Context: an optimization exercise on an open-source flow, tuned for small area, a short achievable clock period and few clock cycles per item. The choices shown serve that exercise and are no tape-out recipe. The RTL was checked by simulation tests, not by an equivalence proof against the original design. Power and IR drop assume default switching activity.

`design/flow/design.v`:
```
module inav_decoder (
    input  wire         clk,
    input  wire         rst,         
    input  wire         cmd_valid,
    output wire         cmd_ready,
    input  wire [124:0] cmd,
    output reg          rsp_valid,
    output wire [485:0] rsp
);
    localparam [2:0] ST_OK         = 3'd0;
    localparam [2:0] ST_FRAMING    = 3'd1;
    localparam [2:0] ST_CRC        = 3'd2;
    localparam [2:0] ST_UNKNOWN_WT = 3'd3;
    localparam [2:0] ST_EVEN_BUF   = 3'd4;
    localparam [2:0] ST_RESYNC     = 3'd5;
    localparam [2:0] ST_ILLEGAL    = 3'd7;
    reg          rdy;
    reg          asm_odd;       
    reg  [111:6] evb;           
    reg  [10:1]  evwt;          
    reg          evwt_ok;       
    reg          v1;            
    reg  [3:0]   op1;
    reg  [2:0]   st1;           
    reg          pair1;         
    reg          ev1;           
    reg  [23:0]  syn0, syn1;    
    reg  [15:0]  pd;            
    reg  [3:0]   gt1;           
    assign cmd_ready = rdy;
    wire       accept    = cmd_valid & rdy;
    wire [3:0] op        = cmd[124:121];
    wire       odd       = cmd[120];
    wire       marker_ok = (cmd[119] == odd);
    wire       submit    = (op == 4'h0);
    wire       ev_load   = accept & (cmd[124:119] == 6'd0);    
    wire [10:0] wt_in;
    genvar gi;
    generate
        for (gi = 0; gi <= 10; gi = gi + 1) begin : g_dec
            assign wt_in[gi] = (cmd[117:112] == gi);
        end
    endgenerate
    wire [7:0]  lo = cmd[13:6] & {8{~odd}};
    wire [23:0] syn_in0, syn_in1;
    wire r0x_0 = cmd[60] ^ cmd[92];
    wire r0x_1 = cmd[62] ^ cmd[94];
    wire r0x_2 = cmd[86] ^ cmd[114];
    wire r0x_3 = cmd[64] ^ cmd[96];
    wire r0x_4 = cmd[98] ^ cmd[116];
    wire r0x_5 = cmd[32] ^ cmd[72];
    wire r0x_6 = cmd[40] ^ cmd[84];
    wire r0x_7 = cmd[58] ^ cmd[90];
    wire r0x_8 = cmd[70] ^ cmd[110];
    wire r0x_9 = cmd[56] ^ cmd[88];
    wire r0x_10 = cmd[30] ^ cmd[34];
    wire r0x_11 = cmd[36] ^ cmd[66];
    wire r0x_12 = cmd[38] ^ cmd[42];
    wire r0x_13 = cmd[52] ^ cmd[76];
    wire r0x_14 = cmd[68] ^ cmd[78];
    wire r0x_15 = cmd[102] ^ cmd[108];
    wire r0x_16 = cmd[46] ^ r0x_2;
    wire r0x_17 = cmd[106] ^ r0x_1;
    wire r0x_18 = cmd[48] ^ cmd[104];
    wire r0x_19 = cmd[74] ^ cmd[118];
    wire r0x_20 = cmd[100] ^ cmd[112];
    wire r0x_21 = cmd[54] ^ r0x_0;
    wire r0x_22 = r0x_3 ^ r0x_7;
    wire r0x_23 = cmd[50] ^ r0x_4;
    wire r0x_24 = r0x_8 ^ r0x_21;
    wire r0x_25 = cmd[80] ^ cmd[82];
    wire r0x_26 = cmd[44] ^ r0x_6;
    wire r0x_27 = r0x_5 ^ r0x_9;
    wire r0x_28 = cmd[68] ^ r0x_10;
    wire r0x_29 = cmd[72] ^ r0x_15;
    wire r0x_30 = cmd[82] ^ r0x_11;
    wire r0x_31 = cmd[104] ^ r0x_14;
    wire r0x_32 = cmd[114] ^ r0x_13;
    wire r0x_33 = cmd[30] ^ cmd[46];
    wire r0x_34 = cmd[44] ^ cmd[110];
    wire r0x_35 = cmd[106] ^ cmd[112];
    wire r0x_36 = cmd[32] ^ r0x_0;
    wire r0x_37 = cmd[66] ^ r0x_13;
    wire r0x_38 = cmd[70] ^ r0x_20;
    wire r0x_39 = cmd[80] ^ r0x_12;
    wire r0x_40 = cmd[118] ^ r0x_10;
    wire r0x_41 = r0x_1 ^ r0x_18;
    wire r0x_42 = r0x_2 ^ r0x_19;
    wire r0x_43 = r0x_9 ^ r0x_14;
    wire r0x_44 = cmd[86] ^ r0x_17;
    wire r0x_45 = r0x_16 ^ r0x_22;
    wire r0x_46 = r0x_16 ^ r0x_23;
    wire r0x_47 = cmd[36] ^ cmd[116];
    wire r0x_48 = cmd[42] ^ cmd[82];
    wire r0x_49 = cmd[48] ^ cmd[64];
    wire r0x_50 = cmd[50] ^ cmd[78];
    wire r0x_51 = cmd[52] ^ cmd[100];
    wire r0x_52 = cmd[74] ^ cmd[88];
    wire r0x_53 = cmd[80] ^ cmd[90];
    wire r0x_54 = cmd[84] ^ cmd[98];
    wire r0x_55 = cmd[106] ^ cmd[108];
    wire r0x_56 = cmd[108] ^ cmd[112];
    wire r0x_57 = cmd[30] ^ r0x_4;
    wire r0x_58 = cmd[34] ^ r0x_34;
    wire r0x_59 = cmd[38] ^ r0x_19;
    wire r0x_60 = cmd[40] ^ r0x_8;
    wire r0x_61 = cmd[42] ^ r0x_15;
    wire r0x_62 = cmd[62] ^ r0x_5;
    wire r0x_63 = cmd[94] ^ r0x_25;
    wire r0x_64 = cmd[98] ^ r0x_0;
    wire r0x_65 = r0x_4 ^ r0x_11;
    wire r0x_66 = r0x_6 ^ r0x_7;
    wire r0x_67 = r0x_18 ^ r0x_33;
    wire r0x_68 = r0x_5 ^ r0x_37;
    wire r0x_69 = r0x_16 ^ r0x_26;
    wire r0x_70 = r0x_17 ^ r0x_29;
    wire r0x_71 = r0x_20 ^ r0x_32;
    wire r0x_72 = r0x_22 ^ r0x_42;
    wire r0x_73 = r0x_23 ^ r0x_27;
    wire r0x_74 = r0x_27 ^ r0x_41;
    wire r0x_75 = r0x_36 ^ r0x_40;
    wire r0x_76 = cmd[48] ^ cmd[50];
    wire r0x_77 = cmd[102] ^ lo[0];
    wire r0x_78 = r0x_8 ^ r0x_35;
    wire r0x_79 = r0x_76 ^ r0x_37;
    wire r0x_80 = r0x_77 ^ r0x_78;
    wire r0x_81 = r0x_69 ^ r0x_75;
    wire r0x_82 = r0x_79 ^ r0x_80;
    wire r0x_83 = r0x_81 ^ r0x_82;
    wire r0x_84 = cmd[40] ^ cmd[76];
    wire r0x_85 = r0x_20 ^ r0x_34;
    wire r0x_86 = r0x_52 ^ r0x_84;
    wire r0x_87 = r0x_21 ^ r0x_30;
    wire r0x_88 = r0x_57 ^ r0x_85;
    wire r0x_89 = r0x_86 ^ r0x_45;
    wire r0x_90 = r0x_87 ^ r0x_88;
    wire r0x_91 = r0x_89 ^ r0x_90;
    wire r0x_92 = lo[2] ^ r0x_19;
    wire r0x_93 = r0x_48 ^ r0x_54;
    wire r0x_94 = r0x_31 ^ r0x_38;
    wire r0x_95 = r0x_92 ^ r0x_93;
    wire r0x_96 = r0x_45 ^ r0x_70;
    wire r0x_97 = r0x_94 ^ r0x_95;
    wire r0x_98 = r0x_96 ^ r0x_97;
    wire r0x_99 = cmd[44] ^ cmd[90];
    wire r0x_100 = r0x_10 ^ r0x_12;
    wire r0x_101 = r0x_51 ^ r0x_99;
    wire r0x_102 = r0x_23 ^ r0x_43;
    wire r0x_103 = r0x_60 ^ r0x_100;
    wire r0x_104 = r0x_101 ^ r0x_44;
    wire r0x_105 = r0x_102 ^ r0x_103;
    wire r0x_106 = r0x_104 ^ r0x_105;
    wire r0x_107 = cmd[36] ^ cmd[54];
    wire r0x_108 = cmd[70] ^ lo[4];
    wire r0x_109 = r0x_25 ^ r0x_35;
    wire r0x_110 = r0x_107 ^ r0x_29;
    wire r0x_111 = r0x_66 ^ r0x_67;
    wire r0x_112 = r0x_108 ^ r0x_109;
    wire r0x_113 = r0x_110 ^ r0x_111;
    wire r0x_114 = r0x_112 ^ r0x_113;
    wire r0x_115 = cmd[60] ^ r0x_8;
    wire r0x_116 = r0x_25 ^ r0x_42;
    wire r0x_117 = r0x_57 ^ r0x_61;
    wire r0x_118 = r0x_115 ^ r0x_68;
    wire r0x_119 = r0x_116 ^ r0x_117;
    wire r0x_120 = r0x_118 ^ r0x_119;
    wire r0x_121 = cmd[54] ^ cmd[76];
    wire r0x_122 = lo[6] ^ r0x_11;
    wire r0x_123 = r0x_12 ^ r0x_20;
    wire r0x_124 = r0x_55 ^ r0x_121;
    wire r0x_125 = r0x_22 ^ r0x_26;
    wire r0x_126 = r0x_67 ^ r0x_122;
    wire r0x_127 = r0x_123 ^ r0x_124;
    wire r0x_128 = r0x_73 ^ r0x_125;
    wire r0x_129 = r0x_126 ^ r0x_127;
    wire r0x_130 = r0x_128 ^ r0x_129;
    wire r0x_131 = r0x_6 ^ r0x_11;
    wire r0x_132 = r0x_31 ^ r0x_40;
    wire r0x_133 = r0x_62 ^ r0x_64;
    wire r0x_134 = r0x_131 ^ r0x_45;
    wire r0x_135 = r0x_132 ^ r0x_133;
    wire r0x_136 = r0x_134 ^ r0x_135;
    wire r0x_137 = cmd[14] ^ cmd[108];
    wire r0x_138 = cmd[116] ^ r0x_3;
    wire r0x_139 = r0x_12 ^ r0x_137;
    wire r0x_140 = r0x_30 ^ r0x_43;
    wire r0x_141 = r0x_138 ^ r0x_139;
    wire r0x_142 = r0x_24 ^ r0x_69;
    wire r0x_143 = r0x_140 ^ r0x_141;
    wire r0x_144 = r0x_142 ^ r0x_143;
    wire r0x_145 = cmd[34] ^ cmd[68];
    wire r0x_146 = cmd[70] ^ cmd[100];
    wire r0x_147 = r0x_49 ^ r0x_52;
    wire r0x_148 = r0x_145 ^ r0x_146;
    wire r0x_149 = r0x_36 ^ r0x_39;
    wire r0x_150 = r0x_65 ^ r0x_147;
    wire r0x_151 = r0x_148 ^ r0x_44;
    wire r0x_152 = r0x_149 ^ r0x_150;
    wire r0x_153 = r0x_151 ^ r0x_152;
    wire r0x_154 = cmd[16] ^ cmd[102];
    wire r0x_155 = r0x_0 ^ r0x_7;
    wire r0x_156 = r0x_154 ^ r0x_17;
    wire r0x_157 = r0x_28 ^ r0x_32;
    wire r0x_158 = r0x_39 ^ r0x_155;
    wire r0x_159 = r0x_73 ^ r0x_156;
    wire r0x_160 = r0x_157 ^ r0x_158;
    wire r0x_161 = r0x_159 ^ r0x_160;
    wire r0x_162 = cmd[58] ^ cmd[112];
    wire r0x_163 = r0x_1 ^ r0x_162;
    wire r0x_164 = r0x_28 ^ r0x_29;
    wire r0x_165 = r0x_59 ^ r0x_163;
    wire r0x_166 = r0x_24 ^ r0x_46;
    wire r0x_167 = r0x_164 ^ r0x_165;
    wire r0x_168 = r0x_166 ^ r0x_167;
    wire r0x_169 = cmd[18] ^ cmd[88];
    wire r0x_170 = r0x_15 ^ r0x_18;
    wire r0x_171 = r0x_50 ^ r0x_169;
    wire r0x_172 = r0x_17 ^ r0x_26;
    wire r0x_173 = r0x_64 ^ r0x_170;
    wire r0x_174 = r0x_171 ^ r0x_172;
    wire r0x_175 = r0x_173 ^ r0x_174;
    wire r0x_176 = cmd[60] ^ r0x_3;
    wire r0x_177 = r0x_19 ^ r0x_47;
    wire r0x_178 = r0x_60 ^ r0x_176;
    wire r0x_179 = r0x_177 ^ r0x_71;
    wire r0x_180 = r0x_74 ^ r0x_178;
    wire r0x_181 = r0x_179 ^ r0x_180;
    wire r0x_182 = cmd[20] ^ cmd[66];
    wire r0x_183 = cmd[76] ^ cmd[114];
    wire r0x_184 = r0x_3 ^ r0x_53;
    wire r0x_185 = r0x_182 ^ r0x_183;
    wire r0x_186 = r0x_26 ^ r0x_38;
    wire r0x_187 = r0x_41 ^ r0x_61;
    wire r0x_188 = r0x_184 ^ r0x_185;
    wire r0x_189 = r0x_75 ^ r0x_186;
    wire r0x_190 = r0x_187 ^ r0x_188;
    wire r0x_191 = r0x_189 ^ r0x_190;
    wire r0x_192 = cmd[48] ^ cmd[78];
    wire r0x_193 = cmd[84] ^ cmd[88];
    wire r0x_194 = r0x_12 ^ r0x_192;
    wire r0x_195 = r0x_193 ^ r0x_30;
    wire r0x_196 = r0x_32 ^ r0x_38;
    wire r0x_197 = r0x_62 ^ r0x_194;
    wire r0x_198 = r0x_195 ^ r0x_196;
    wire r0x_199 = r0x_197 ^ r0x_198;
    wire r0x_200 = cmd[22] ^ cmd[42];
    wire r0x_201 = cmd[92] ^ cmd[102];
    wire r0x_202 = r0x_3 ^ r0x_5;
    wire r0x_203 = r0x_200 ^ r0x_201;
    wire r0x_204 = r0x_17 ^ r0x_30;
    wire r0x_205 = r0x_31 ^ r0x_58;
    wire r0x_206 = r0x_202 ^ r0x_203;
    wire r0x_207 = r0x_46 ^ r0x_204;
    wire r0x_208 = r0x_205 ^ r0x_206;
    wire r0x_209 = r0x_207 ^ r0x_208;
    wire r0x_210 = cmd[116] ^ r0x_14;
    wire r0x_211 = r0x_33 ^ r0x_35;
    wire r0x_212 = r0x_49 ^ r0x_53;
    wire r0x_213 = r0x_59 ^ r0x_210;
    wire r0x_214 = r0x_211 ^ r0x_212;
    wire r0x_215 = r0x_24 ^ r0x_68;
    wire r0x_216 = r0x_213 ^ r0x_214;
    wire r0x_217 = r0x_215 ^ r0x_216;
    wire r0x_218 = cmd[24] ^ cmd[38];
    wire r0x_219 = cmd[118] ^ r0x_2;
    wire r0x_220 = r0x_13 ^ r0x_18;
    wire r0x_221 = r0x_55 ^ r0x_218;
    wire r0x_222 = r0x_28 ^ r0x_63;
    wire r0x_223 = r0x_66 ^ r0x_219;
    wire r0x_224 = r0x_220 ^ r0x_221;
    wire r0x_225 = r0x_24 ^ r0x_222;
    wire r0x_226 = r0x_223 ^ r0x_224;
    wire r0x_227 = r0x_225 ^ r0x_226;
    wire r0x_228 = cmd[80] ^ cmd[92];
    wire r0x_229 = r0x_6 ^ r0x_228;
    wire r0x_230 = r0x_22 ^ r0x_43;
    wire r0x_231 = r0x_65 ^ r0x_229;
    wire r0x_232 = r0x_70 ^ r0x_71;
    wire r0x_233 = r0x_230 ^ r0x_231;
    wire r0x_234 = r0x_232 ^ r0x_233;
    wire r0x_235 = cmd[26] ^ cmd[96];
    wire r0x_236 = r0x_6 ^ r0x_47;
    wire r0x_237 = r0x_48 ^ r0x_50;
    wire r0x_238 = r0x_56 ^ r0x_235;
    wire r0x_239 = r0x_27 ^ r0x_236;
    wire r0x_240 = r0x_237 ^ r0x_238;
    wire r0x_241 = r0x_24 ^ r0x_44;
    wire r0x_242 = r0x_239 ^ r0x_240;
    wire r0x_243 = r0x_241 ^ r0x_242;
    wire r0x_244 = cmd[66] ^ cmd[100];
    wire r0x_245 = r0x_4 ^ r0x_12;
    wire r0x_246 = r0x_15 ^ r0x_244;
    wire r0x_247 = r0x_31 ^ r0x_63;
    wire r0x_248 = r0x_245 ^ r0x_246;
    wire r0x_249 = r0x_24 ^ r0x_72;
    wire r0x_250 = r0x_247 ^ r0x_248;
    wire r0x_251 = r0x_249 ^ r0x_250;
    wire r0x_252 = cmd[28] ^ cmd[52];
    wire r0x_253 = cmd[72] ^ r0x_1;
    wire r0x_254 = r0x_9 ^ r0x_54;
    wire r0x_255 = r0x_56 ^ r0x_252;
    wire r0x_256 = r0x_39 ^ r0x_58;
    wire r0x_257 = r0x_253 ^ r0x_254;
    wire r0x_258 = r0x_255 ^ r0x_72;
    wire r0x_259 = r0x_256 ^ r0x_257;
    wire r0x_260 = r0x_258 ^ r0x_259;
    wire r0x_261 = cmd[96] ^ r0x_25;
    wire r0x_262 = r0x_51 ^ r0x_28;
    wire r0x_263 = r0x_261 ^ r0x_46;
    wire r0x_264 = r0x_74 ^ r0x_262;
    wire r0x_265 = r0x_263 ^ r0x_264;
    assign syn_in0[0] = r0x_83;
    assign syn_in0[1] = r0x_91;
    assign syn_in0[2] = r0x_98;
    assign syn_in0[3] = r0x_106;
    assign syn_in0[4] = r0x_114;
    assign syn_in0[5] = r0x_120;
    assign syn_in0[6] = r0x_130;
    assign syn_in0[7] = r0x_136;
    assign syn_in0[8] = r0x_144;
    assign syn_in0[9] = r0x_153;
    assign syn_in0[10] = r0x_161;
    assign syn_in0[11] = r0x_168;
    assign syn_in0[12] = r0x_175;
    assign syn_in0[13] = r0x_181;
    assign syn_in0[14] = r0x_191;
    assign syn_in0[15] = r0x_199;
    assign syn_in0[16] = r0x_209;
    assign syn_in0[17] = r0x_217;
    assign syn_in0[18] = r0x_227;
    assign syn_in0[19] = r0x_234;
    assign syn_in0[20] = r0x_243;
    assign syn_in0[21] = r0x_251;
    assign syn_in0[22] = r0x_260;
    assign syn_in0[23] = r0x_265;
    wire r1x_0 = cmd[61] ^ cmd[93];
    wire r1x_1 = cmd[63] ^ cmd[95];
    wire r1x_2 = cmd[97] ^ cmd[115];
    wire r1x_3 = cmd[39] ^ cmd[83];
    wire r1x_4 = cmd[41] ^ cmd[85];
    wire r1x_5 = cmd[57] ^ cmd[89];
    wire r1x_6 = cmd[59] ^ cmd[91];
    wire r1x_7 = cmd[65] ^ cmd[67];
    wire r1x_8 = cmd[71] ^ cmd[111];
    wire r1x_9 = cmd[55] ^ cmd[87];
    wire r1x_10 = cmd[69] ^ cmd[109];
    wire r1x_11 = cmd[105] ^ r1x_0;
    wire r1x_12 = cmd[35] ^ cmd[119];
    wire r1x_13 = cmd[43] ^ cmd[49];
    wire r1x_14 = cmd[77] ^ cmd[101];
    wire r1x_15 = cmd[113] ^ cmd[117];
    wire r1x_16 = r1x_2 ^ r1x_7;
    wire r1x_17 = cmd[31] ^ cmd[47];
    wire r1x_18 = cmd[51] ^ cmd[75];
    wire r1x_19 = cmd[53] ^ cmd[107];
    wire r1x_20 = cmd[99] ^ r1x_1;
    wire r1x_21 = cmd[37] ^ cmd[79];
    wire r1x_22 = cmd[81] ^ cmd[103];
    wire r1x_23 = r1x_6 ^ r1x_10;
    wire r1x_24 = r1x_8 ^ r1x_9;
    wire r1x_25 = cmd[33] ^ cmd[73];
    wire r1x_26 = cmd[45] ^ r1x_4;
    wire r1x_27 = r1x_5 ^ r1x_15;
    wire r1x_28 = r1x_12 ^ r1x_18;
    wire r1x_29 = r1x_3 ^ r1x_11;
    wire r1x_30 = r1x_13 ^ r1x_14;
    wire r1x_31 = r1x_19 ^ r1x_23;
    wire r1x_32 = cmd[33] ^ cmd[71];
    wire r1x_33 = cmd[45] ^ cmd[111];
    wire r1x_34 = cmd[69] ^ cmd[83];
    wire r1x_35 = cmd[77] ^ cmd[81];
    wire r1x_36 = cmd[79] ^ cmd[107];
    wire r1x_37 = cmd[97] ^ cmd[107];
    wire r1x_38 = cmd[31] ^ r1x_22;
    wire r1x_39 = cmd[37] ^ r1x_9;
    wire r1x_40 = cmd[87] ^ r1x_17;
    wire r1x_41 = r1x_4 ^ r1x_21;
    wire r1x_42 = r1x_15 ^ r1x_17;
    wire r1x_43 = r1x_0 ^ r1x_24;
    wire r1x_44 = r1x_11 ^ r1x_26;
    wire r1x_45 = r1x_20 ^ r1x_27;
    wire r1x_46 = cmd[35] ^ cmd[51];
    wire r1x_47 = cmd[41] ^ cmd[99];
    wire r1x_48 = cmd[43] ^ cmd[117];
    wire r1x_49 = cmd[47] ^ cmd[103];
    wire r1x_50 = cmd[51] ^ cmd[109];
    wire r1x_51 = cmd[65] ^ cmd[85];
    wire r1x_52 = cmd[81] ^ cmd[105];
    wire r1x_53 = cmd[91] ^ cmd[113];
    wire r1x_54 = cmd[101] ^ cmd[119];
    wire r1x_55 = cmd[113] ^ cmd[115];
    wire r1x_56 = cmd[43] ^ r1x_1;
    wire r1x_57 = cmd[47] ^ r1x_3;
    wire r1x_58 = cmd[53] ^ r1x_25;
    wire r1x_59 = cmd[61] ^ r1x_8;
    wire r1x_60 = cmd[73] ^ r1x_14;
    wire r1x_61 = cmd[101] ^ r1x_5;
    wire r1x_62 = cmd[109] ^ r1x_32;
    wire r1x_63 = r1x_2 ^ r1x_46;
    wire r1x_64 = r1x_3 ^ r1x_55;
    wire r1x_65 = r1x_5 ^ r1x_10;
    wire r1x_66 = r1x_13 ^ r1x_19;
    wire r1x_67 = cmd[49] ^ r1x_20;
    wire r1x_68 = cmd[67] ^ r1x_30;
    wire r1x_69 = r1x_6 ^ r1x_16;
    wire r1x_70 = r1x_16 ^ r1x_24;
    wire r1x_71 = r1x_20 ^ r1x_28;
    wire r1x_72 = r1x_23 ^ r1x_54;
    wire r1x_73 = r1x_25 ^ r1x_41;
    wire r1x_74 = r1x_28 ^ r1x_59;
    wire r1x_75 = r1x_33 ^ r1x_42;
    wire r1x_76 = r1x_34 ^ r1x_40;
    wire r1x_77 = r1x_38 ^ r1x_62;
    wire r1x_78 = r1x_29 ^ r1x_70;
    wire r1x_79 = r1x_31 ^ r1x_45;
    wire r1x_80 = cmd[117] ^ r1x_52;
    wire r1x_81 = r1x_58 ^ r1x_61;
    wire r1x_82 = r1x_63 ^ r1x_80;
    wire r1x_83 = r1x_67 ^ r1x_76;
    wire r1x_84 = r1x_81 ^ r1x_82;
    wire r1x_85 = r1x_83 ^ r1x_84;
    wire r1x_86 = cmd[67] ^ cmd[119];
    wire r1x_87 = lo[1] ^ r1x_8;
    wire r1x_88 = r1x_22 ^ r1x_34;
    wire r1x_89 = r1x_37 ^ r1x_86;
    wire r1x_90 = r1x_60 ^ r1x_87;
    wire r1x_91 = r1x_88 ^ r1x_89;
    wire r1x_92 = r1x_44 ^ r1x_45;
    wire r1x_93 = r1x_90 ^ r1x_91;
    wire r1x_94 = r1x_92 ^ r1x_93;
    wire r1x_95 = cmd[75] ^ cmd[83];
    wire r1x_96 = cmd[89] ^ r1x_0;
    wire r1x_97 = r1x_14 ^ r1x_47;
    wire r1x_98 = r1x_95 ^ r1x_39;
    wire r1x_99 = r1x_96 ^ r1x_97;
    wire r1x_100 = r1x_69 ^ r1x_75;
    wire r1x_101 = r1x_98 ^ r1x_99;
    wire r1x_102 = r1x_100 ^ r1x_101;
    wire r1x_103 = cmd[79] ^ lo[3];
    wire r1x_104 = r1x_6 ^ r1x_51;
    wire r1x_105 = r1x_27 ^ r1x_28;
    wire r1x_106 = r1x_66 ^ r1x_103;
    wire r1x_107 = r1x_104 ^ r1x_77;
    wire r1x_108 = r1x_105 ^ r1x_106;
    wire r1x_109 = r1x_107 ^ r1x_108;
    wire r1x_110 = cmd[41] ^ cmd[45];
    wire r1x_111 = cmd[91] ^ r1x_2;
    wire r1x_112 = r1x_8 ^ r1x_13;
    wire r1x_113 = r1x_25 ^ r1x_36;
    wire r1x_114 = r1x_52 ^ r1x_110;
    wire r1x_115 = r1x_57 ^ r1x_111;
    wire r1x_116 = r1x_112 ^ r1x_113;
    wire r1x_117 = r1x_114 ^ r1x_115;
    wire r1x_118 = r1x_116 ^ r1x_117;
    wire r1x_119 = cmd[101] ^ cmd[103];
    wire r1x_120 = lo[5] ^ r1x_4;
    wire r1x_121 = r1x_32 ^ r1x_119;
    wire r1x_122 = r1x_39 ^ r1x_63;
    wire r1x_123 = r1x_120 ^ r1x_121;
    wire r1x_124 = r1x_122 ^ r1x_123;
    wire r1x_125 = r1x_79 ^ r1x_124;
    wire r1x_126 = cmd[97] ^ cmd[105];
    wire r1x_127 = r1x_1 ^ r1x_49;
    wire r1x_128 = r1x_126 ^ r1x_65;
    wire r1x_129 = r1x_127 ^ r1x_68;
    wire r1x_130 = r1x_74 ^ r1x_128;
    wire r1x_131 = r1x_129 ^ r1x_130;
    wire r1x_132 = cmd[35] ^ lo[7];
    wire r1x_133 = r1x_7 ^ r1x_35;
    wire r1x_134 = r1x_26 ^ r1x_39;
    wire r1x_135 = r1x_56 ^ r1x_64;
    wire r1x_136 = r1x_132 ^ r1x_133;
    wire r1x_137 = r1x_31 ^ r1x_134;
    wire r1x_138 = r1x_135 ^ r1x_136;
    wire r1x_139 = r1x_137 ^ r1x_138;
    wire r1x_140 = cmd[63] ^ cmd[69];
    wire r1x_141 = cmd[99] ^ r1x_12;
    wire r1x_142 = r1x_140 ^ r1x_11;
    wire r1x_143 = r1x_40 ^ r1x_141;
    wire r1x_144 = r1x_69 ^ r1x_73;
    wire r1x_145 = r1x_142 ^ r1x_143;
    wire r1x_146 = r1x_144 ^ r1x_145;
    wire r1x_147 = cmd[15] ^ r1x_21;
    wire r1x_148 = r1x_48 ^ r1x_16;
    wire r1x_149 = r1x_26 ^ r1x_57;
    wire r1x_150 = r1x_65 ^ r1x_147;
    wire r1x_151 = r1x_43 ^ r1x_148;
    wire r1x_152 = r1x_149 ^ r1x_150;
    wire r1x_153 = r1x_151 ^ r1x_152;
    wire r1x_154 = cmd[37] ^ cmd[43];
    wire r1x_155 = cmd[57] ^ cmd[71];
    wire r1x_156 = cmd[73] ^ r1x_17;
    wire r1x_157 = r1x_18 ^ r1x_19;
    wire r1x_158 = r1x_154 ^ r1x_155;
    wire r1x_159 = r1x_16 ^ r1x_156;
    wire r1x_160 = r1x_157 ^ r1x_158;
    wire r1x_161 = r1x_29 ^ r1x_159;
    wire r1x_162 = r1x_160 ^ r1x_161;
    wire r1x_163 = cmd[17] ^ cmd[87];
    wire r1x_164 = r1x_6 ^ r1x_37;
    wire r1x_165 = r1x_49 ^ r1x_163;
    wire r1x_166 = r1x_30 ^ r1x_164;
    wire r1x_167 = r1x_165 ^ r1x_29;
    wire r1x_168 = r1x_166 ^ r1x_167;
    wire r1x_169 = cmd[39] ^ cmd[59];
    wire r1x_170 = cmd[73] ^ cmd[103];
    wire r1x_171 = cmd[115] ^ r1x_10;
    wire r1x_172 = r1x_169 ^ r1x_170;
    wire r1x_173 = r1x_42 ^ r1x_171;
    wire r1x_174 = r1x_172 ^ r1x_43;
    wire r1x_175 = r1x_71 ^ r1x_173;
    wire r1x_176 = r1x_174 ^ r1x_175;
    wire r1x_177 = cmd[19] ^ cmd[89];
    wire r1x_178 = cmd[103] ^ r1x_36;
    wire r1x_179 = r1x_50 ^ r1x_177;
    wire r1x_180 = r1x_178 ^ r1x_179;
    wire r1x_181 = r1x_44 ^ r1x_67;
    wire r1x_182 = r1x_180 ^ r1x_181;
    wire r1x_183 = cmd[37] ^ cmd[65];
    wire r1x_184 = cmd[113] ^ r1x_35;
    wire r1x_185 = r1x_47 ^ r1x_183;
    wire r1x_186 = r1x_184 ^ r1x_185;
    wire r1x_187 = r1x_74 ^ r1x_76;
    wire r1x_188 = r1x_186 ^ r1x_187;
    wire r1x_189 = cmd[21] ^ r1x_1;
    wire r1x_190 = r1x_12 ^ r1x_53;
    wire r1x_191 = r1x_16 ^ r1x_30;
    wire r1x_192 = r1x_189 ^ r1x_190;
    wire r1x_193 = r1x_44 ^ r1x_77;
    wire r1x_194 = r1x_191 ^ r1x_192;
    wire r1x_195 = r1x_193 ^ r1x_194;
    wire r1x_196 = cmd[63] ^ cmd[71];
    wire r1x_197 = cmd[85] ^ cmd[89];
    wire r1x_198 = r1x_21 ^ r1x_196;
    wire r1x_199 = r1x_197 ^ r1x_58;
    wire r1x_200 = r1x_64 ^ r1x_198;
    wire r1x_201 = r1x_68 ^ r1x_199;
    wire r1x_202 = r1x_200 ^ r1x_201;
    wire r1x_203 = cmd[23] ^ cmd[93];
    wire r1x_204 = r1x_7 ^ r1x_21;
    wire r1x_205 = r1x_33 ^ r1x_203;
    wire r1x_206 = r1x_38 ^ r1x_61;
    wire r1x_207 = r1x_66 ^ r1x_204;
    wire r1x_208 = r1x_205 ^ r1x_206;
    wire r1x_209 = r1x_207 ^ r1x_208;
    wire r1x_210 = r1x_5 ^ r1x_14;
    wire r1x_211 = r1x_36 ^ r1x_53;
    wire r1x_212 = r1x_210 ^ r1x_211;
    wire r1x_213 = r1x_71 ^ r1x_212;
    wire r1x_214 = r1x_78 ^ r1x_213;
    wire r1x_215 = cmd[25] ^ cmd[31];
    wire r1x_216 = cmd[49] ^ cmd[95];
    wire r1x_217 = cmd[115] ^ r1x_4;
    wire r1x_218 = r1x_12 ^ r1x_35;
    wire r1x_219 = r1x_215 ^ r1x_216;
    wire r1x_220 = r1x_24 ^ r1x_217;
    wire r1x_221 = r1x_218 ^ r1x_219;
    wire r1x_222 = r1x_29 ^ r1x_31;
    wire r1x_223 = r1x_220 ^ r1x_221;
    wire r1x_224 = r1x_222 ^ r1x_223;
    wire r1x_225 = cmd[93] ^ r1x_22;
    wire r1x_226 = r1x_16 ^ r1x_41;
    wire r1x_227 = r1x_60 ^ r1x_225;
    wire r1x_228 = r1x_226 ^ r1x_227;
    wire r1x_229 = r1x_79 ^ r1x_228;
    wire r1x_230 = cmd[27] ^ cmd[83];
    wire r1x_231 = r1x_37 ^ r1x_50;
    wire r1x_232 = r1x_230 ^ r1x_27;
    wire r1x_233 = r1x_56 ^ r1x_231;
    wire r1x_234 = r1x_43 ^ r1x_73;
    wire r1x_235 = r1x_232 ^ r1x_233;
    wire r1x_236 = r1x_234 ^ r1x_235;
    wire r1x_237 = cmd[75] ^ cmd[79];
    wire r1x_238 = cmd[95] ^ cmd[99];
    wire r1x_239 = r1x_22 ^ r1x_48;
    wire r1x_240 = r1x_237 ^ r1x_238;
    wire r1x_241 = r1x_239 ^ r1x_240;
    wire r1x_242 = r1x_72 ^ r1x_241;
    wire r1x_243 = r1x_78 ^ r1x_242;
    wire r1x_244 = cmd[29] ^ cmd[33];
    wire r1x_245 = cmd[105] ^ r1x_3;
    wire r1x_246 = r1x_13 ^ r1x_18;
    wire r1x_247 = r1x_51 ^ r1x_244;
    wire r1x_248 = r1x_245 ^ r1x_246;
    wire r1x_249 = r1x_247 ^ r1x_72;
    wire r1x_250 = r1x_75 ^ r1x_248;
    wire r1x_251 = r1x_249 ^ r1x_250;
    assign syn_in1[0] = r1x_85;
    assign syn_in1[1] = r1x_94;
    assign syn_in1[2] = r1x_102;
    assign syn_in1[3] = r1x_109;
    assign syn_in1[4] = r1x_118;
    assign syn_in1[5] = r1x_125;
    assign syn_in1[6] = r1x_131;
    assign syn_in1[7] = r1x_139;
    assign syn_in1[8] = r1x_146;
    assign syn_in1[9] = r1x_153;
    assign syn_in1[10] = r1x_162;
    assign syn_in1[11] = r1x_168;
    assign syn_in1[12] = r1x_176;
    assign syn_in1[13] = r1x_182;
    assign syn_in1[14] = r1x_188;
    assign syn_in1[15] = r1x_195;
    assign syn_in1[16] = r1x_202;
    assign syn_in1[17] = r1x_209;
    assign syn_in1[18] = r1x_214;
    assign syn_in1[19] = r1x_224;
    assign syn_in1[20] = r1x_229;
    assign syn_in1[21] = r1x_236;
    assign syn_in1[22] = r1x_243;
    assign syn_in1[23] = r1x_251;
    reg [2:0] st_in;
    always @(*) begin
        case (op)
            4'h0:    st_in = !marker_ok ? ST_FRAMING :
                             !odd ? (asm_odd ? ST_RESYNC : ST_EVEN_BUF) :
                             ST_FRAMING;
            4'h1, 4'h4, 4'h5, 4'h6, 4'h7, 4'h8, 4'h9, 4'hA, 4'hB:
                     st_in = ST_OK;
            default: st_in = ST_ILLEGAL;
        endcase
    end
    always @(posedge clk) begin
        rdy   <= ~rst;
        v1    <= accept & ~rst;
        op1   <= op;
        st1   <= st_in;
        pair1 <= submit & marker_ok & odd & asm_odd;
        ev1   <= submit & marker_ok & ~odd;
        syn0  <= syn_in0;
        syn1  <= syn_in1;
        pd    <= cmd[117:102];
        gt1   <= {op == 4'hB, op == 4'hA, op == 4'h9, op == 4'h8};
        if (ev_load) begin
            evb     <= cmd[111:6];
            evwt    <= wt_in[10:1];
            evwt_ok <= (cmd[117:112] <= 6'd10);
        end
        if (rst || (accept && op == 4'h1))
            asm_odd <= 1'b0;
        else if (accept && submit && marker_ok)
            asm_odd <= ~odd;
    end
    reg  [23:0]  evsyn;         
    wire [23:0]  sab = syn0 ^ syn1;
    wire [23:0]  syn_x;
    wire tx_0 = sab[0] ^ sab[1];
    wire tx_1 = sab[2] ^ sab[3];
    wire tx_2 = sab[21] ^ sab[23];
    wire tx_3 = sab[11] ^ sab[22];
    wire tx_4 = sab[8] ^ sab[10];
    wire tx_5 = sab[9] ^ sab[12];
    wire tx_6 = sab[18] ^ tx_0;
    wire tx_7 = sab[20] ^ tx_1;
    wire tx_8 = sab[6] ^ tx_2;
    wire tx_9 = sab[7] ^ sab[15];
    wire tx_10 = sab[14] ^ sab[16];
    wire tx_11 = sab[4] ^ sab[19];
    wire tx_12 = sab[5] ^ tx_4;
    wire tx_13 = sab[17] ^ tx_5;
    wire tx_14 = tx_3 ^ tx_7;
    wire tx_15 = sab[13] ^ tx_6;
    wire tx_16 = sab[13] ^ tx_8;
    wire tx_17 = sab[0] ^ sab[4];
    wire tx_18 = sab[1] ^ sab[19];
    wire tx_19 = sab[2] ^ tx_9;
    wire tx_20 = sab[7] ^ tx_1;
    wire tx_21 = sab[14] ^ tx_11;
    wire tx_22 = tx_0 ^ tx_10;
    wire tx_23 = sab[15] ^ tx_8;
    wire tx_24 = tx_2 ^ tx_13;
    wire tx_25 = tx_3 ^ tx_6;
    wire tx_26 = sab[17] ^ tx_14;
    wire tx_27 = tx_12 ^ tx_15;
    wire tx_28 = sab[3] ^ sab[6];
    wire tx_29 = sab[4] ^ sab[8];
    wire tx_30 = sab[5] ^ sab[10];
    wire tx_31 = sab[6] ^ sab[22];
    wire tx_32 = sab[8] ^ sab[13];
    wire tx_33 = sab[10] ^ sab[11];
    wire tx_34 = sab[17] ^ sab[23];
    wire tx_35 = sab[12] ^ tx_9;
    wire tx_36 = tx_4 ^ tx_10;
    wire tx_37 = tx_9 ^ tx_32;
    wire tx_38 = sab[7] ^ tx_22;
    wire tx_39 = sab[16] ^ tx_20;
    wire tx_40 = sab[21] ^ tx_21;
    wire tx_41 = tx_13 ^ tx_29;
    wire tx_42 = sab[12] ^ tx_16;
    wire tx_43 = tx_5 ^ tx_14;
    wire tx_44 = tx_11 ^ tx_25;
    wire tx_45 = sab[8] ^ sab[16];
    wire tx_46 = tx_17 ^ tx_45;
    wire tx_47 = tx_46 ^ tx_42;
    wire tx_48 = sab[5] ^ sab[22];
    wire tx_49 = tx_48 ^ tx_8;
    wire tx_50 = tx_38 ^ tx_41;
    wire tx_51 = tx_49 ^ tx_50;
    wire tx_52 = sab[9] ^ tx_31;
    wire tx_53 = tx_34 ^ tx_19;
    wire tx_54 = tx_52 ^ tx_53;
    wire tx_55 = tx_27 ^ tx_54;
    wire tx_56 = tx_5 ^ tx_33;
    wire tx_57 = tx_20 ^ tx_56;
    wire tx_58 = tx_15 ^ tx_40;
    wire tx_59 = tx_57 ^ tx_58;
    wire tx_60 = tx_10 ^ tx_18;
    wire tx_61 = tx_30 ^ tx_60;
    wire tx_62 = tx_14 ^ tx_23;
    wire tx_63 = tx_61 ^ tx_62;
    wire tx_64 = sab[0] ^ tx_37;
    wire tx_65 = tx_64 ^ tx_26;
    wire tx_66 = sab[9] ^ sab[14];
    wire tx_67 = tx_28 ^ tx_66;
    wire tx_68 = tx_67 ^ tx_15;
    wire tx_69 = tx_18 ^ tx_19;
    wire tx_70 = tx_36 ^ tx_69;
    wire tx_71 = tx_42 ^ tx_70;
    wire tx_72 = sab[9] ^ tx_10;
    wire tx_73 = tx_37 ^ tx_72;
    wire tx_74 = tx_73 ^ tx_26;
    wire tx_75 = sab[3] ^ sab[15];
    wire tx_76 = sab[18] ^ tx_17;
    wire tx_77 = tx_75 ^ tx_36;
    wire tx_78 = tx_76 ^ tx_24;
    wire tx_79 = tx_77 ^ tx_78;
    wire tx_80 = sab[19] ^ tx_12;
    wire tx_81 = tx_13 ^ tx_23;
    wire tx_82 = tx_25 ^ tx_80;
    wire tx_83 = tx_81 ^ tx_82;
    wire tx_84 = sab[2] ^ sab[7];
    wire tx_85 = sab[9] ^ sab[20];
    wire tx_86 = sab[21] ^ tx_4;
    wire tx_87 = tx_84 ^ tx_85;
    wire tx_88 = tx_86 ^ tx_87;
    wire tx_89 = tx_88 ^ tx_44;
    wire tx_90 = tx_2 ^ tx_18;
    wire tx_91 = tx_12 ^ tx_90;
    wire tx_92 = tx_91 ^ tx_43;
    wire tx_93 = sab[10] ^ tx_17;
    wire tx_94 = tx_93 ^ tx_16;
    wire tx_95 = tx_43 ^ tx_94;
    wire tx_96 = tx_3 ^ tx_28;
    wire tx_97 = tx_12 ^ tx_96;
    wire tx_98 = tx_38 ^ tx_97;
    wire tx_99 = sab[6] ^ sab[11];
    wire tx_100 = sab[23] ^ tx_0;
    wire tx_101 = tx_99 ^ tx_19;
    wire tx_102 = tx_100 ^ tx_41;
    wire tx_103 = tx_101 ^ tx_102;
    wire tx_104 = tx_5 ^ tx_39;
    wire tx_105 = tx_27 ^ tx_104;
    wire tx_106 = sab[19] ^ tx_1;
    wire tx_107 = tx_33 ^ tx_22;
    wire tx_108 = tx_106 ^ tx_24;
    wire tx_109 = tx_107 ^ tx_108;
    wire tx_110 = sab[16] ^ tx_4;
    wire tx_111 = tx_6 ^ tx_110;
    wire tx_112 = tx_23 ^ tx_111;
    wire tx_113 = tx_26 ^ tx_112;
    wire tx_114 = tx_24 ^ tx_39;
    wire tx_115 = tx_44 ^ tx_114;
    wire tx_116 = sab[12] ^ sab[22];
    wire tx_117 = tx_11 ^ tx_34;
    wire tx_118 = tx_116 ^ tx_7;
    wire tx_119 = tx_117 ^ tx_118;
    wire tx_120 = tx_27 ^ tx_119;
    wire tx_121 = sab[1] ^ sab[5];
    wire tx_122 = sab[9] ^ sab[11];
    wire tx_123 = sab[18] ^ tx_121;
    wire tx_124 = tx_122 ^ tx_7;
    wire tx_125 = tx_21 ^ tx_123;
    wire tx_126 = tx_16 ^ tx_124;
    wire tx_127 = tx_125 ^ tx_126;
    wire tx_128 = tx_30 ^ tx_31;
    wire tx_129 = tx_7 ^ tx_35;
    wire tx_130 = tx_128 ^ tx_40;
    wire tx_131 = tx_129 ^ tx_130;
    wire tx_132 = sab[3] ^ sab[5];
    wire tx_133 = sab[20] ^ tx_3;
    wire tx_134 = tx_132 ^ tx_35;
    wire tx_135 = tx_133 ^ tx_134;
    assign syn_x[0] = tx_47;
    assign syn_x[1] = tx_51;
    assign syn_x[2] = tx_55;
    assign syn_x[3] = tx_59;
    assign syn_x[4] = tx_63;
    assign syn_x[5] = tx_65;
    assign syn_x[6] = tx_68;
    assign syn_x[7] = tx_71;
    assign syn_x[8] = tx_74;
    assign syn_x[9] = tx_79;
    assign syn_x[10] = tx_83;
    assign syn_x[11] = tx_89;
    assign syn_x[12] = tx_92;
    assign syn_x[13] = tx_95;
    assign syn_x[14] = tx_98;
    assign syn_x[15] = tx_103;
    assign syn_x[16] = tx_105;
    assign syn_x[17] = tx_109;
    assign syn_x[18] = tx_113;
    assign syn_x[19] = tx_115;
    assign syn_x[20] = tx_120;
    assign syn_x[21] = tx_127;
    assign syn_x[22] = tx_131;
    assign syn_x[23] = tx_135;
    reg  [119:0] w1;
    reg  [119:0] w2;
    reg  [121:0] w3;
    reg  [119:0] w4;
    reg  [98:0]  w5;
    reg  [118:0] w6;
    reg  [115:0] w7;
    reg  [120:0] w8;
    reg  [121:0] w9;
    reg  [121:0] w10;
    reg  [4:1]   eph_rx;
    reg  [10:7]  alm_rx;
    reg          rx5, rx6;      
    reg          new_eph, new_iono, new_utc, new_alm;
    reg  [2:0]   st2;
    reg          flag2;
    reg  [10:1]  sel0, sel1, sel2, sel3, sel4, sel5, sel6, sel7;    
    wire [121:0] data  = {evb[111:6], pd};    
    wire         crc_ok = (sab == evsyn);
    wire         wt_ok  = evwt_ok;
    wire         acc    = v1 & pair1 & crc_ok & wt_ok;
    wire         clr    = rst | (v1 && op1 == 4'h1);
    wire [10:1] wdec = evwt;
    wire [10:1] we = {10{acc}} & wdec[10:1];
    wire [9:0] iod_d  = data[121:112];
    wire [9:0] iod1_n = wdec[1] ? iod_d : w1[119:110];
    wire [9:0] iod2_n = wdec[2] ? iod_d : w2[119:110];
    wire [9:0] iod3_n = wdec[3] ? iod_d : w3[121:112];
    wire [9:0] iod4_n = wdec[4] ? iod_d : w4[119:110];
    wire [3:0] ioda_d   = data[121:118];
    wire [3:0] ioda7_n  = wdec[7]  ? ioda_d : w7[115:112];
    wire [3:0] ioda8_n  = wdec[8]  ? ioda_d : w8[120:117];
    wire [3:0] ioda9_n  = wdec[9]  ? ioda_d : w9[121:118];
    wire [3:0] ioda10_n = wdec[10] ? ioda_d : w10[121:118];
    wire [4:1]  eph_rx_n = eph_rx | wdec[4:1];
    wire [10:7] alm_rx_n = alm_rx | wdec[10:7];
    wire eph_consistent = (&eph_rx_n) && (iod1_n == iod2_n) &&
                          (iod2_n == iod3_n) && (iod3_n == iod4_n);
    wire slot1_both = alm_rx_n[7] & alm_rx_n[8];
    wire slot2_both = alm_rx_n[8] & alm_rx_n[9];
    wire slot3_both = alm_rx_n[9] & alm_rx_n[10];
    wire slot1_eq   = (ioda7_n == ioda8_n);
    wire slot2_eq   = (ioda8_n == ioda9_n);
    wire slot3_eq   = (ioda9_n == ioda10_n);
    wire slot1_ok   = slot1_both &  slot1_eq;
    wire slot2_ok   = slot2_both &  slot2_eq;
    wire slot3_ok   = slot3_both &  slot3_eq;
    wire slot1_bad  = slot1_both & ~slot1_eq;
    wire slot2_bad  = slot2_both & ~slot2_eq;
    wire slot3_bad  = slot3_both & ~slot3_eq;
    wire alm_any_ok  = (wdec[7] & slot1_ok) | (wdec[8] & (slot1_ok | slot2_ok)) |
                       (wdec[9] & (slot2_ok | slot3_ok)) | (wdec[10] & slot3_ok);
    wire alm_any_bad = (wdec[7] & slot1_bad) | (wdec[8] & (slot1_bad | slot2_bad)) |
                       (wdec[9] & (slot2_bad | slot3_bad)) | (wdec[10] & slot3_bad);
    wire is_eph = wdec[1] | wdec[2] | wdec[3] | wdec[4];
    wire is_alm = wdec[7] | wdec[8] | wdec[9] | wdec[10];
    reg new_sel;
    always @(*) begin
        case (op1[1:0])
            2'd0:    new_sel = new_eph;
            2'd1:    new_sel = new_iono;
            2'd2:    new_sel = new_utc;
            default: new_sel = new_alm;
        endcase
    end
    wire hasnew = (op1[3:2] == 2'b01);
    wire get    = (op1[3:2] == 2'b10);
    wire [10:1] rx    = {alm_rx, rx6, rx5, eph_rx};
    wire [3:0]  gdec  = {op1[1:0] == 2'd3, op1[1:0] == 2'd2, op1[1:0] == 2'd1, op1[1:0] == 2'd0};
    wire [10:1] gsel  = {{4{gdec[3]}}, gdec[2], gdec[1], {4{gdec[0]}}};
    wire [10:1] gsel1 = {{4{gt1[3]}}, gt1[2], gt1[1], {4{gt1[0]}}};
    always @(posedge clk) begin
        if (v1 && ev1)
            evsyn <= syn_x;
        if (we[1])  w1  <= data[121:2];
        if (we[2])  w2  <= data[121:2];
        if (we[3])  w3  <= data[121:0];
        if (we[4])  w4  <= data[121:2];
        if (we[5])  w5  <= data[121:23];
        if (we[6])  w6  <= data[121:3];
        if (we[7])  w7  <= data[121:6];
        if (we[8])  w8  <= data[121:1];
        if (we[9])  w9  <= data[121:0];
        if (we[10]) w10 <= data[121:0];
        if (clr) begin
            eph_rx   <= 4'd0;
            alm_rx   <= 4'd0;
            rx5      <= 1'b0;
            rx6      <= 1'b0;
            new_eph  <= 1'b0;
            new_iono <= 1'b0;
            new_utc  <= 1'b0;
            new_alm  <= 1'b0;
        end else if (v1) begin
            if (acc && is_eph) begin
                eph_rx  <= eph_rx_n;
                new_eph <= eph_consistent;
            end
            if (acc && wdec[5]) begin
                rx5      <= 1'b1;
                new_iono <= 1'b1;
            end
            if (acc && wdec[6]) begin
                rx6     <= 1'b1;
                new_utc <= 1'b1;
            end
            if (acc && is_alm) begin
                alm_rx <= alm_rx_n;
                if (alm_any_ok)
                    new_alm <= 1'b1;
                else if (alm_any_bad)
                    new_alm <= 1'b0;
            end
            if (hasnew) begin
                case (op1[1:0])
                    2'd0: new_eph  <= 1'b0;
                    2'd1: new_iono <= 1'b0;
                    2'd2: new_utc  <= 1'b0;
                    default: new_alm <= 1'b0;
                endcase
            end
        end
        rsp_valid <= v1 & ~rst;
        st2       <= !pair1 ? st1 : !crc_ok ? ST_CRC : !wt_ok ? ST_UNKNOWN_WT : ST_OK;
        flag2     <= hasnew & new_sel;
        sel0       <= {10{get}} & gsel & rx;
        sel1       <= {10{get & v1}} & gsel & rx;
        sel2       <= {10{get & ~rst}} & gsel & rx;
        sel3       <= {10{get & v1 & ~rst}} & gsel & rx;
        sel4       <= gsel1 & rx;
        sel5       <= {10{v1}} & gsel1 & rx;
        sel6       <= {10{~rst}} & gsel1 & rx;
        sel7       <= {10{v1 & ~rst}} & gsel1 & rx;
    end
    wire [119:0] r1;
    wire [119:0] r2;
    wire [121:0] r3;
    wire [119:0] r4;
    wire [98:0]  r5;
    wire [118:0] r6;
    wire [115:0] r7;
    wire [120:0] r8;
    wire [121:0] r9;
    wire [121:0] r10;
    wire [7:0]   s1  = {sel7[1], sel6[1], sel5[1], sel4[1], sel3[1], sel2[1], sel1[1], sel0[1]};
    wire [7:0]   s2  = {sel7[2], sel6[2], sel5[2], sel4[2], sel3[2], sel2[2], sel1[2], sel0[2]};
    wire [7:0]   s3  = {sel7[3], sel6[3], sel5[3], sel4[3], sel3[3], sel2[3], sel1[3], sel0[3]};
    wire [7:0]   s4  = {sel7[4], sel6[4], sel5[4], sel4[4], sel3[4], sel2[4], sel1[4], sel0[4]};
    wire [7:0]   s5  = {sel7[5], sel6[5], sel5[5], sel4[5], sel3[5], sel2[5], sel1[5], sel0[5]};
    wire [7:0]   s6  = {sel7[6], sel6[6], sel5[6], sel4[6], sel3[6], sel2[6], sel1[6], sel0[6]};
    wire [7:0]   s7  = {sel7[7], sel6[7], sel5[7], sel4[7], sel3[7], sel2[7], sel1[7], sel0[7]};
    wire [7:0]   s8  = {sel7[8], sel6[8], sel5[8], sel4[8], sel3[8], sel2[8], sel1[8], sel0[8]};
    wire [7:0]   s9  = {sel7[9], sel6[9], sel5[9], sel4[9], sel3[9], sel2[9], sel1[9], sel0[9]};
    wire [7:0]   s10 = {sel7[10], sel6[10], sel5[10], sel4[10], sel3[10], sel2[10], sel1[10], sel0[10]};
    genvar bi;
    generate
        for (bi = 0; bi < 122; bi = bi + 1) begin : g_rec
            if (bi < 120) assign r1[bi]  = w1[bi]  & s1[bi * 8 / 120];
            if (bi < 120) assign r2[bi]  = w2[bi]  & s2[bi * 8 / 120];
            assign r3[bi] = w3[bi] & s3[bi * 8 / 122];
            if (bi < 120) assign r4[bi]  = w4[bi]  & s4[bi * 8 / 120];
            if (bi < 99)  assign r5[bi]  = w5[bi]  & s5[bi * 8 / 99];
            if (bi < 119) assign r6[bi]  = w6[bi]  & s6[bi * 8 / 119];
            if (bi < 116) assign r7[bi]  = w7[bi]  & s7[bi * 8 / 116];
            if (bi < 121) assign r8[bi]  = w8[bi]  & s8[bi * 8 / 121];
            assign r9[bi]  = w9[bi]  & s9[bi * 8 / 122];
            assign r10[bi] = w10[bi] & s10[bi * 8 / 122];
        end
    endgenerate
    wire [481:0] rec_eph  = {r1, r2, r3, r4};
    wire [98:0]  rec_iono = r5;
    wire [118:0] rec_utc  = r6;
    wire [480:0] rec_alm  = {r7, r8, r9, r10};
    assign rsp = {st2, flag2,
                  rec_eph | {383'd0, rec_iono} | {363'd0, rec_utc} | {1'b0, rec_alm}};
endmodule
```
`design/flow/flow/run.sh`:
```
#!/bin/bash
# The standard layout (the standard.sh), with two changes to how it is
# made: ports are buffered with buf_2 (rather than the delay-buffer cell
# buffer_ports picks on its own), and a222oi_1, which has no stronger size
# for timing repair to swap to, is added to the platform's don't-use list.
set -euo pipefail
PLATFORM_DONT_USE="$(sed -n '/^export DONT_USE_CELLS/,/^#/p' "$FLOW_HOME/platforms/sky130hd/config.mk" | grep -o 'sky130_fd_sc_hd__[a-z0-9_]*' | tr '\n' ' ')"
bash standard.sh "BUFFER_PORTS_ARGS=-buffer_cell sky130_fd_sc_hd__buf_2" \
    "DONT_USE_CELLS=${PLATFORM_DONT_USE}sky130_fd_sc_hd__a222oi_1" finish > make_finish.log 2>&1
tail -n 20 make_finish.log
```
`design/flow/standard.sh`:
```
#!/bin/bash
# synth_recipe.tcl (not shown) runs the flow's synth.tcl, then flattens the netlist and writes it again
# the make line also repeats each setting of config.mk as NAME=value (left out here)
make -C /OpenROAD-flow-scripts/flow DESIGN_CONFIG=/design/flow/config.mk WORK_HOME=/design/flow/orfs CLKGATE_MAP_FILE= SYNTH_SCRIPT=/design/flow/synth_recipe.tcl "${@:-finish}"
```
`design/flow/config.mk`:
```
export PLATFORM = sky130hd
export DESIGN_NAME = inav_decoder
export DESIGN_NICKNAME = inav_decoder
export VERILOG_FILES = /design/flow/design.v
export SDC_FILE = /design/flow/constraint.sdc
export NUM_CORES = 4
export LEC_CHECK = 0
export CAP_MARGIN = 20
export CORE_MARGIN = 2
export CORE_UTILIZATION = 40
export CTS_BUF_LIST = sky130_fd_sc_hd__clkbuf_8 sky130_fd_sc_hd__clkbuf_16
export CTS_CLUSTER_DIAMETER = 50
export CTS_CLUSTER_SIZE = 12
export PLACE_DENSITY = 0.6
export SETUP_SLACK_MARGIN = 5
export SLEW_MARGIN = 20
export TNS_END_PERCENT = 100
```
`design/flow/constraint.sdc`:
```
create_clock -name core_clock -period 8.0 [get_ports {clk}]
set_input_delay 1.6000 -clock core_clock [delete_from_list [all_inputs] [get_ports {clk}]]
set_output_delay 1.6000 -clock core_clock [all_outputs]
set_load 0.01 [all_outputs]
```
==> impl_metrics.tcl, run 1 <==
set metrics [dict create \
    syn2layout_area_growth_pct 25.1 \
    clockBufferDepth 3 \
    crit_path_max_fanout 15 \
    drive_gt1_share_pct 30.0 \
    stdcell_count 6401 \
    gp_routability_congestion 0.905 \
    root_buffer "clkbuf_16" \
    cts_inserted_buffers 160 \
    maxCapViolCount 0 \
    core-area_mm2 0.145 \
    clock_skew_ns 0.0262 \
    cp_cell_sequence "a22oi_1 > nand2_1 > buf_2" \
    period_needed_ns 3.36 \
    status "timing/DRC/antenna clean" \
    setup_viol 0 \
    synth-async-reset-ratio_pct 0 \
    totalWireLength_um 207000 \
    final.setup.tns_ns 0 \
    crit_end "rsp[59]" \
    hold_path_class "reg -> reg" \
    ant_nets 0 \
    worstMarginPinSlew_ns 1.04 \
    critical_path_buf_inv_count 1 \
    dp_hpwl_um 137000 \
    nets 4482 \
    synth_flop_cell "edfxtp_1" \
    routedWlPerCell_um 32.4 \
    post-synth-top-count-cell "edfxtp_1" \
    vdd_drop_max_mv 0.542 \
    io-pin-count 616 \
    fillCellCount 12100 \
    die_h_um 386 \
    cp-start-kind "flop" \
    clock_latency_ns 0.81 \
    vias 35600 \
    final-hold-violation-count 0 \
    slowest_stage "dfxtp_4" \
    yosys_warnings 1 \
    synth-edff-count 1322 \
    powerDensity_mw_per_mm2 330 \
    synth_commonest_cells "1,322 x edfxtp_1, 528 x xnor2_1, 362 x a22o_1, 219 x a22oi_1, 185 x nand2_1" \
    synth_seq_cells 1501 \
    crit_cells 3 \
    dr.pass1.iters 8 \
    endpoint_kind "output pin" \
    dp.cells 5916 \
    chipWidth_um 386 \
    viasPerCell 5.55 \
    grt_pass1_vias 34100 \
    crit_type "reg -> out" \
    relSlewSlack_pct 30.5 \
    syn_nets 3621 \
    slew_viol_final 0 \
    grt_pass1_wl_um 279000 \
    clk_pin_slew_worst_paths_ns 0.06 \
    power.leakage_nw 26.6 \
    start_util_pct 40.2 \
    rows 140 \
    cp_top_family "flip-flops" \
    yosys.area.top_type_share_pct 67.9 \
    cts_tree "yes" \
    drt_iter0_markers 3886 \
    worstSetupStartpoint "sel3[4]$_DFF_P_" \
    synthesis.area_mm2 0.0585 \
    antenna_found_initial 71 \
    rr_endpoint "w2[20]$_DFFE_PP_" \
    grt_usage_pct 27.0 \
    yosysTopAreaCell "edfxtp_1" \
    timing.rr.start "syn1[8]$_DFF_P_" \
    seq_area_frac_synth_pct 74.0 \
    synth.distinct_cells 60 \
    io_buffers 609 \
    postSynthAreaPerCell_um2 16.8 \
    rsz0062_at_grt "true" \
    rrSetupSlack_ns 5.03 \
    critPathRequiredTime_ns 6.40 \
    fp.dieArea_mm2 0.149 \
    synth_cells 3492 \
    cpPeakStageDelay_ns 0.42 \
    clock-sinks 1501 \
    grt_start_max_net_pins 61 \
    synthTopCellsByArea "edfxtp_1 68%, xnor2_1 7.9%, dfxtp_1 6.1%" \
    drc 0 \
    period_share_pct 41.9 \
    fmax_mhz 298 \
    min_path_cells 1 \
    cts_max_level 4 \
    critical_path_arrival_ns 1.76 \
    r2r_cells 8 \
    overflow 0 \
]
## power by group
part | internal, mW | leakage (nW) | switching [mW]
logic | 3.75 | 10.5 | 4.17
clock network | 3.76 | 2.60 | 3.09
registers | 9.12 | 13.4 | 0.225
total | 16.6 | 26.6 | 7.49
## worst min-delay path by stage
stage | slack (ns) | endpoint | from
finish | 0.46 | new_utc$_SDFFE_PP0P_ | new_utc$_SDFFE_PP0P_
global route | 0.48 | new_utc$_SDFFE_PP0P_ | new_utc$_SDFFE_PP0P_
CTS | 0.48 | new_utc$_SDFFE_PP0P_ | new_utc$_SDFFE_PP0P_
detailed placement | 0.46 | new_utc$_SDFFE_PP0P_ | new_utc$_SDFFE_PP0P_
global placement | 0.44 | new_utc$_SDFFE_PP0P_ | new_utc$_SDFFE_PP0P_
floorplan | 0.41 | st2[2]$_SDFF_PP0_ | st1[2]$_DFF_P_
## sequential cells by signal, indices dropped and copies added (netlist names), 10 cells and up
register  count
evb         106
evsyn        24
evwt         10
pd           16
sel0         10
sel1         10
sel2         10
sel3         10
sel4         10
sel5         10
sel6         10
sel7         10
syn0         24
syn1         24
w1          120
w10         122
w2          120
w3          122
w4          120
w5           99
w6          119
w7          116
w8          121
w9          122
## final cells by class
type	instances	area, µm²	area share, %
Sequential cell	1501	43600	59.6
Multi-Input combinational cell	1808	15600	21.3
Timing Repair Buffer	831	6560	8.96
Clock buffer	165	4100	5.60
Tap cell	1917	2400	3.28
Clock inverter	117	708	0.968
Inverter	51	200	0.274
Antenna cell	11	27.5	0.0376
## cell usage in the layout (no fill, tap or decap), types with 16 or more instances in the layout
master | Yosys | final
buf_12 | 0 | 60
mux2i_1 | 16 | 16
xnor2_1 | 528 | 511
xnor2_2 | 29 | 42
buf_4 | 1 | 91
nor2_1 | 99 | 88
buf_2 | 14 | 518
a22o_4 | 0 | 29
a22o_1 | 362 | 333
inv_1 | 50 | 119
xnor3_1 | 25 | 25
edfxtp_1 | 1322 | 1322
buf_6 | 0 | 124
nand2_1 | 185 | 177
a22oi_2 | 0 | 86
a22oi_1 | 219 | 133
dfxtp_1 | 179 | 94
o21ai_0 | 16 | 16
xor2_1 | 138 | 134
clkbuf_16 | 0 | 162
buf_8 | 0 | 30
dfxtp_4 | 0 | 79
## routing by layer
| metal | vias up | GRT usage [%] | wire length (µm) |
|---|---|---|---|
| met3 | 371 | 7.27 | 18400 |
| met2 | 1743 | 42.0 | 96100 |
| met1 | 18300 | 36.4 | 84500 |
| met4 | 60 | 10.1 | 8110 |
| met5 | - | 0 | 345 |
| li1 | 15000 | - | - |
## metrics by stage
step	area, µm²	worst slack, ns	hold slack, ns	utilization [%]	power (mW)
floorplan	58800	3.88	0.414	-	15.5
global placement	64000	3.97	0.441	44.0	17.4
detailed placement	64000	4.02	0.462	44.0	17.4
CTS	71800	4.59	0.476	49.4	24.2
global route	73200	4.57	0.477	50.3	25.0
finish	73200	4.64	0.465	50.3	24.1
## cells by family after synthesis
| family | after synthesis | share of synthesized area (%) |
|---|---|---|
| fa+ha+maj | 1 | 0.0214 |
| simple gates | 374 | 2.78 |
| compound gates | 672 | 9.29 |
| xor+xnor | 735 | 12.3 |
| mux | 21 | 0.389 |
| flops | 1501 | 74.0 |
| buf+inv | 188 | 1.24 |
## what timing repair did
| item | CTS | global route |
|---|---|---|
| resized for setup | 403 | 205 |
| buffers inserted | 145 | 38 |
| endpoints found under the setup margin | 1560 | 890 |
| cloned | 9 | 0 |
| pin swaps | 116 | 128 |
| hold buffers | 0 | 0 |
Testbench counts, summed over its fixed seeds: cycles 5,616, items 5,600.
==> run 2: changes to the inputs <==
--- a/design/flow/config.mk
+++ b/design/flow/config.mk
@@ -10,5 +10,5 @@
 export CORE_UTILIZATION = 40
-export CTS_BUF_LIST = sky130_fd_sc_hd__clkbuf_8 sky130_fd_sc_hd__clkbuf_16
-export CTS_CLUSTER_DIAMETER = 50
-export CTS_CLUSTER_SIZE = 12
+export CTS_BUF_LIST = sky130_fd_sc_hd__clkbuf_16
+export CTS_CLUSTER_DIAMETER = 80
+export CTS_CLUSTER_SIZE = 24
 export PLACE_DENSITY = 0.6
==> run 2 against run 1 <==
Against the previous run:
- via count fell by 1.2%
- final area fell by 2.8%
- maximum frequency rose by 1.4%
- combinational power barely moved
- final cell count fell by 2.1%
- flip-flop and latch count did not move
- sequential power barely moved
- critical path type unchanged
- critical endpoint unchanged
- largest cell class unchanged
==> impl_metrics.tcl, run 2 <==
set metrics [dict create \
    rows 140 \
    dr.pass1.iters 5 \
    worstSetupStartpoint "sel3[4]$_DFF_P_" \
    synth-async-reset-ratio_pct 0 \
    yosys.area.top_type_share_pct 67.9 \
    grt_use_met1_pct 37.0 \
    synth_commonest_cells "1,322 x edfxtp_1, 528 x xnor2_1, 362 x a22o_1, 219 x a22oi_1, 185 x nand2_1" \
    dp_hpwl_um 137000 \
    nets 4395 \
    cp_cell_sequence "a22oi_1 > nand2_1 > buf_2" \
    synth_flop_cell "edfxtp_1" \
    critical_path_arrival_ns 1.71 \
    vias 35100 \
    postSynthAreaPerCell_um2 16.8 \
    slowest_stage "dfxtp_4" \
    vdd_drop_max_mv 0.529 \
    drc 0 \
    clockBufferDepth 3 \
    hold_path_class "reg -> reg" \
    core-area_mm2 0.145 \
    r2r_cells 8 \
    clock-sinks 1501 \
    drt_iter0_markers 4341 \
    grt.busiest_layer "met2" \
    report.power.total_mw 21.9 \
    yosysTopAreaCell "edfxtp_1" \
    post-route-util_pct 48.9 \
    powerDensity_mw_per_mm2 308 \
    synth.distinct_cells 60 \
    critPathRequiredTime_ns 6.40 \
    overflow 0 \
    syn2layout_area_growth_pct 21.6 \
    cts_tree "yes" \
    die_h_um 386 \
    start_util_pct 40.2 \
    synth_seq_cells 1501 \
    crit_type "reg -> out" \
    use_met2_pct 43.4 \
    rrSetupSlack_ns 5.07 \
    grt_pass1_wl_um 277000 \
    routedWlPerCell_um 32.9 \
    status "timing/DRC/antenna clean" \
    reg_top3 "w10: 122 flops, w3: 122 flops, w9: 122 flops" \
    synth-edff-count 1322 \
    drive_gt1_share_pct 29.1 \
    post-synth-top-count-cell "edfxtp_1" \
    final_common_cell "edfxtp_1" \
    cp-start-kind "flop" \
    synthesis.area_mm2 0.0585 \
    final-hold-violation-count 0 \
    grt_pass1_vias 33300 \
    ant_nets 0 \
    fin_ws_ns 4.69 \
    rr_endpoint "w2[8]$_DFFE_PP_" \
    root_buffer "clkbuf_16" \
    seq_area_frac_synth_pct 74.0 \
    totalWireLength_um 206000 \
    clock_latency_ns 0.74 \
    cts_hold_buf 0 \
    place_ws_ns 4.02 \
    endpoint_kind "output pin" \
    maxCapViolCount 0 \
    antenna_found_initial 68 \
    stdcell_count 6267 \
    fmax_mhz 302 \
    syn_nets 3621 \
    synthTopCellsByArea "edfxtp_1 68%, xnor2_1 7.9%, dfxtp_1 6.1%" \
    clock_skew_ns 0.0530 \
    cpPeakStageDelay_ns 0.43 \
    setup_viol 0 \
    chipWidth_um 386 \
    rsz0062_at_grt "true" \
    gr-usage-met3_pct 4.84 \
    io-pin-count 616 \
    slew_viol_final 0 \
    synth_cells 3492 \
    worstMarginPinSlew_ns 1.05 \
    cts_max_level 3 \
    grt_start_max_net_pins 60 \
    io_buffers 609 \
    final.setup.tns_ns 0 \
    period_needed_ns 3.31 \
    final_cell_mix "1,322 x edfxtp_1, 510 x buf_2, 507 x xnor2_1, 332 x a22o_1, 161 x nand2_1" \
    timing.rr.start "syn1[5]$_DFF_P_" \
    yosys_warnings 1 \
    crit_end "rsp[59]" \
    viasPerCell 5.61 \
    period_share_pct 41.4 \
    dp.cells 5916 \
    fp.dieArea_mm2 0.149 \
    clk_pin_slew_worst_paths_ns 0.10 \
    grt_usage_pct 26.7 \
    cts_inserted_buffers 80 \
    relSlewSlack_pct 29.8 \
    gp_routability_congestion 0.905 \
    crit_path_max_fanout 15 \
    power.leakage_nw 25.4 \
]
-- run 2: cell counts after synthesis --
No cell type changed its count.
-- run 2: cell families (layout without fill, tap and decap cells) --
logic type / Yosys count / in the layout / synth area share, %
compound gates: 672 / 672 / 9.29
xor+xnor: 735 / 735 / 12.3
fa+ha+maj: 1 / 1 / 0.0214
buf+inv: 188 / 1022 / 1.24
flops: 1501 / 1501 / 74.0
mux: 21 / 21 / 0.389
other cells: 0 / 19 / 0
simple gates: 374 / 379 / 2.78
-- run 2: area by class of cell --
type | instances | area, µm²
Antenna cell | 19 | 47.5
Inverter | 51 | 200
Clock inverter | 65 | 472
Multi-Input combinational cell | 1808 | 15800
Tap cell | 1917 | 2400
Timing Repair Buffer | 824 | 6600
Clock buffer | 82 | 2050
Fill cell | 12300 | 74300
Sequential cell | 1501 | 43600
-- run 2: power breakdown --
group / switching, mW / internal [mW] / total (mW)
logic: 4.19 / 3.75 / 7.95
registers: 0.227 / 9.10 / 9.33
clock network: 2.65 / 1.95 / 4.60
-- run 2: how the worst min path moves through the flow --
stage | cells past startpoint | slack (ns) | to | from
6_report | 1 | 0.48 | new_utc$_SDFFE_PP0P_ | new_utc$_SDFFE_PP0P_
5_1_grt | 1 | 0.50 | new_utc$_SDFFE_PP0P_ | new_utc$_SDFFE_PP0P_
4_1_cts | 1 | 0.49 | new_utc$_SDFFE_PP0P_ | new_utc$_SDFFE_PP0P_
3_5_place_dp | 1 | 0.46 | new_utc$_SDFFE_PP0P_ | new_utc$_SDFFE_PP0P_
3_3_place_gp | 1 | 0.44 | new_utc$_SDFFE_PP0P_ | new_utc$_SDFFE_PP0P_
2_1_floorplan | 1 | 0.41 | st2[2]$_SDFF_PP0_ | st1[2]$_DFF_P_
-- run 2: metrics by stage --
step	area [µm²]	hold WS, ns
finish	71100	0.485
global route	71100	0.498
CTS	69900	0.485
detailed placement	64000	0.462
global placement	64000	0.441
floorplan	58800	0.414
-- run 2: routing by layer --
metal,share of wire [%],vias up
met5,0.15,-
met4,2.7,50
met3,8.3,281
met2,48,1757
met1,41,18200
li1,-,14800
-- run 2: what timing repair did --
item                       in CTS  in global routing
gates cloned                   10                  0
setup endpoints to repair    1611               1128
resized for setup             454                177
setup buffers                 146                 29
pin swaps                     124                 91
-- run 2: worst max-delay path: cells and delay by family (launching register included) --
family                 cells  cell delay, ns
flip-flops                 1            0.43
AO/OA/AOI/OAI              1            0.23
buffers and inverters      1            0.17
AND/OR/NAND/NOR            1            0.14

[re-timing with driven ports]
How much do the figures lean on ideal ports? The routed layouts below were timed once more, with nothing changed but the port constraints. Step 1: set_driving_cell puts a clkbuf_16 on clk and a buf_2 on each other input, an assumption about the parent block. Step 2 times the ports against the registers' clock, not the clock port: input delays grow and output delays shrink by t, the midpoint of the rising clock arrivals with the driver on. Slacks: no drivers / after step 1 / after step 2; pairs: no drivers / after step 1.
run | t (ns) | slack for setup (ns) | cell pins on the clock port's net
run 1 | 0.871 | 4.645 / 4.567 / 4.160 | 1
run 2 | 0.789 | 4.689 / 4.614 / 4.230 | 1
After both steps setup and hold are still met in every run listed. The setup slack of run 1, which loses most, moves by -0.078 ns with the drivers and by -0.485 ns with both steps.
